From an optimization exercise on the open Yosys and OpenROAD flow, aimed at small area; shortcuts taken in it are not production practice. Where RTL was checked, it was by simulation tests only, not by an equivalence proof against the original. Power figures rest on the tool's default switching activity, not on a simulated workload.

// sisops_cpu
module sisops_cpu (
    input  wire         clk,
    input  wire         rst,
    input  wire         start,
    input  wire [31:0]  pc_in,
    input  wire [319:0] regs_in,
    input  wire [63:0]  pt_in,
    input  wire [4:0]   pt_len_in,
    input  wire [7:0]   quantum,
    output wire         busy,
    output reg          done,
    output reg  [2:0]   cause,
    output wire [47:0]  info,
    output wire [31:0]  fpc,
    output wire [31:0]  pc_out,
    output wire [319:0] regs_out,
    output wire         mem_req,
    output wire         mem_we,
    output reg  [7:0]   mem_addr,
    output wire [47:0]  mem_wdata,
    input  wire         mem_ready,
    input  wire         mem_rvalid,
    input  wire [47:0]  mem_rdata
);
Size in the first run: about 2200 cells after synthesis, roughly 540 flip-flops, about 980 I/O pins, about 22000 sq um of cells after synthesis.
export LEC_CHECK = 0
export CAP_MARGIN = 20
export CORE_AREA = 10 10 350 350
export CTS_BUF_LIST = sky130_fd_sc_hd__clkbuf_4
export DIE_AREA = 0 0 360 360
export SLEW_MARGIN = 20
create_clock -name core_clock -period 11.0 [get_ports {clk}]
standard.sh (not shown) runs the stock make flow with config.mk's settings and CLKGATE_MAP_FILE= SYNTH_SCRIPT=/design/flow/synth_recipe.tcl, a recipe that flattens the netlist after the stock synthesis.
==> flow/flow/run.sh <==
#!/bin/bash
# The standard layout (standard.sh: ORFS synthesis through finish), with
# changes to how cells are chosen only:
#  - synthesis maps the logic with ABC's area-oriented mapper (amap) instead
#    of the delay-oriented script; flip-flops are mapped before ABC, so the
#    registers are the standard synthesis's;
#  - the buffers ABC leaves are removed at floorplan instead of upsizing
#    cells against the unplaced netlist's timing;
#  - the ports are buffered by the smallest buffer cell;
#  - clock tree synthesis uses clkbuf_4 on small sink clusters and inserts
#    no dummy loads.
set -euo pipefail
cp -r "$FLOW_HOME/scripts" scripts_local
printf '%s\n' strash dch amap topo 'stime -c' > scripts_local/abc_speed.script
bash standard.sh \
  "SCRIPTS_DIR=$PWD/scripts_local" \
  "REMOVE_ABC_BUFFERS=1" \
  "BUFFER_PORTS_ARGS=-buffer_cell sky130_fd_sc_hd__buf_1" \
  "CTS_ARGS=-sink_clustering_enable -sink_clustering_size 10 -sink_clustering_max_diameter 50 -repair_clock_nets -dont_use_dummy_load -buf_list sky130_fd_sc_hd__clkbuf_4" \
  finish > standard_make.log 2>&1
Rerun with:
--- a/flow/flow/run.sh
+++ b/flow/flow/run.sh
@@ -8,0 +9,2 @@
+#  - after global routing, gates with slack to spare are downsized
+#    (ORFS power recovery);
@@ -17,0 +20 @@
+  "RECOVER_POWER=100" \
@@ -19 +22 @@
-  "CTS_ARGS=-sink_clustering_enable -sink_clustering_size 10 -sink_clustering_max_diameter 50 -repair_clock_nets -dont_use_dummy_load -buf_list sky130_fd_sc_hd__clkbuf_4" \
+  "CTS_ARGS=-sink_clustering_enable -sink_clustering_size 8 -sink_clustering_max_diameter 60 -repair_clock_nets -dont_use_dummy_load -buf_list sky130_fd_sc_hd__clkbuf_4" \
Result:
- The new run finished but fails on capacitance limit, slew limit
- first-iteration DRC count rose by 1.4%
- sequential cell count is unchanged
- worst hold slack is worse by 15 ps
- via count stays flat
- final cell count is about the same
Rerun with:
--- a/flow/flow/run.sh
+++ b/flow/flow/run.sh
@@ -9,2 +8,0 @@
-#  - after global routing, gates with slack to spare are downsized
-#    (ORFS power recovery);
@@ -20 +17,0 @@
-  "RECOVER_POWER=100" \
=> The changed run completed without violations. Worst setup slack is better by 95 ps. Power hardly moves. Via count barely changes. Sequential power barely changes. First-iteration DRC count decreases by 0.58%. Die area does not change. Final cell count stays flat. Design area is about the same. Clock skew increases by 3.4 ps. Flip-flop and latch count is unchanged.

---

Another version of the RTL of sisops_cpu (not shown whole).
For scale: about 2700 cells after synthesis, ~540 flip-flops, ~980 I/O pins.
## sisops_cpu
module sisops_cpu (
    input  wire         clk,
    input  wire         rst,
    input  wire         start,
    input  wire [31:0]  pc_in,
    input  wire [319:0] regs_in,
    input  wire [63:0]  pt_in,
    input  wire [4:0]   pt_len_in,
    input  wire [7:0]   quantum,
    output wire         busy,
    output reg          done,
    output reg  [2:0]   cause,
    output wire [47:0]  info,
    output wire [31:0]  fpc,
    output wire [31:0]  pc_out,
    output wire [319:0] regs_out,
    output wire         mem_req,
    output wire         mem_we,
    output reg  [7:0]   mem_addr,
    output wire [47:0]  mem_wdata,
    input  wire         mem_ready,
    input  wire         mem_rvalid,
    input  wire [47:0]  mem_rdata
);
Settings: LEC_CHECK=0, CAP_MARGIN=20, CORE_AREA=10 10 350 350, CTS_BUF_LIST=sky130_fd_sc_hd__clkbuf_4, DIE_AREA=0 0 360 360, SLEW_MARGIN=20; clock period 11.0 ns.
==> flow/flow/run.sh <==
#!/bin/bash
# The standard layout (the standard.sh: ORFS synthesis through finish),
# with changes that only affect which cells are used:
#  - the ports are buffered by the smallest buffer cell;
#  - clock tree synthesis uses clkbuf_4 and clkbuf_8 on sink clusters of up to 12 and
#    inserts no dummy loads.
set -euo pipefail
bash standard.sh \
  "BUFFER_PORTS_ARGS=-buffer_cell sky130_fd_sc_hd__buf_1" \
  "CTS_ARGS=-sink_clustering_enable -sink_clustering_size 12 -sink_clustering_max_diameter 60 -repair_clock_nets -dont_use_dummy_load -buf_list {sky130_fd_sc_hd__clkbuf_4 sky130_fd_sc_hd__clkbuf_8}" \
  finish > standard_make.log 2>&1
The first run ran to the end with no violations.
Rerun with:
==> flow/flow/run.sh (replaced) <==
#!/bin/bash
# The standard layout (the standard.sh: ORFS synthesis through finish),
# with changes that only affect which cells are used:
#  - the ports are buffered by the smallest buffer cell;
#  - clock tree synthesis uses clkbuf_4 on sink clusters of up to 8 and
#    inserts no dummy loads.
set -euo pipefail
bash standard.sh \
  "BUFFER_PORTS_ARGS=-buffer_cell sky130_fd_sc_hd__buf_1" \
  "CTS_ARGS=-sink_clustering_enable -sink_clustering_size 8 -sink_clustering_max_diameter 60 -repair_clock_nets -dont_use_dummy_load -buf_list sky130_fd_sc_hd__clkbuf_4" \
  finish > standard_make.log 2>&1
Outcome: The new run completed with no timing, DRC or antenna violations; global-route usage is about the same; worst hold slack is about the same; clock power drops by about a fifth; first-iteration DRC count climbs slightly; cell count climbs slightly; routed wire length barely changes; die area does not change; power drops by a few percent; critical path depth does not change.
No functional check of the RTL was part of any run of this note.

re-timing with driven ports:
No port has a modelled driver above. Below, the same layouts with a new extraction and two added sets of constraints.
Step 1 assumes that a clkbuf_16 drives the clock port and a buf_2 every other input.
Step 2 adds t to the input delays and takes it off the output delays; t is the mean of the earliest and latest rising clock arrival at the registers after step 1. Input paths then give back, and output paths get back, about the clock's delay inside the block.
a / b / c = ideal / step 1 / step 2; a / b = the first two.
run	t, ns	setup slack, ns	hold WS [ns]	slew at the worst register clock pin (ns)	worst data-port slew with drivers (ns)
the first run of note 1	0.942	1.453 / 1.453 / 1.453	0.442 / 0.442 / 0.442	0.11 / 0.11	0.34
the second run of note 1	0.972	1.365 / 1.365 / 1.231	0.428 / 0.428 / 0.428	0.11 / 0.11	0.29
the third run of note 1	0.971	1.460 / 1.460 / 1.460	0.431 / 0.431 / 0.431	0.11 / 0.11	0.29
the first run of note 2	0.708	0.464 / 0.464 / 0.464	0.378 / 0.378 / 0.378	0.09 / 0.09	0.31
the second run of note 2	0.960	0.455 / 0.455 / 0.455	0.376 / 0.376 / 0.376	0.11 / 0.11	0.32
For the second run of note 1, which loses most, drivers alone change the setup slack by 0.000 ns; drivers and shift together by -0.134 ns.
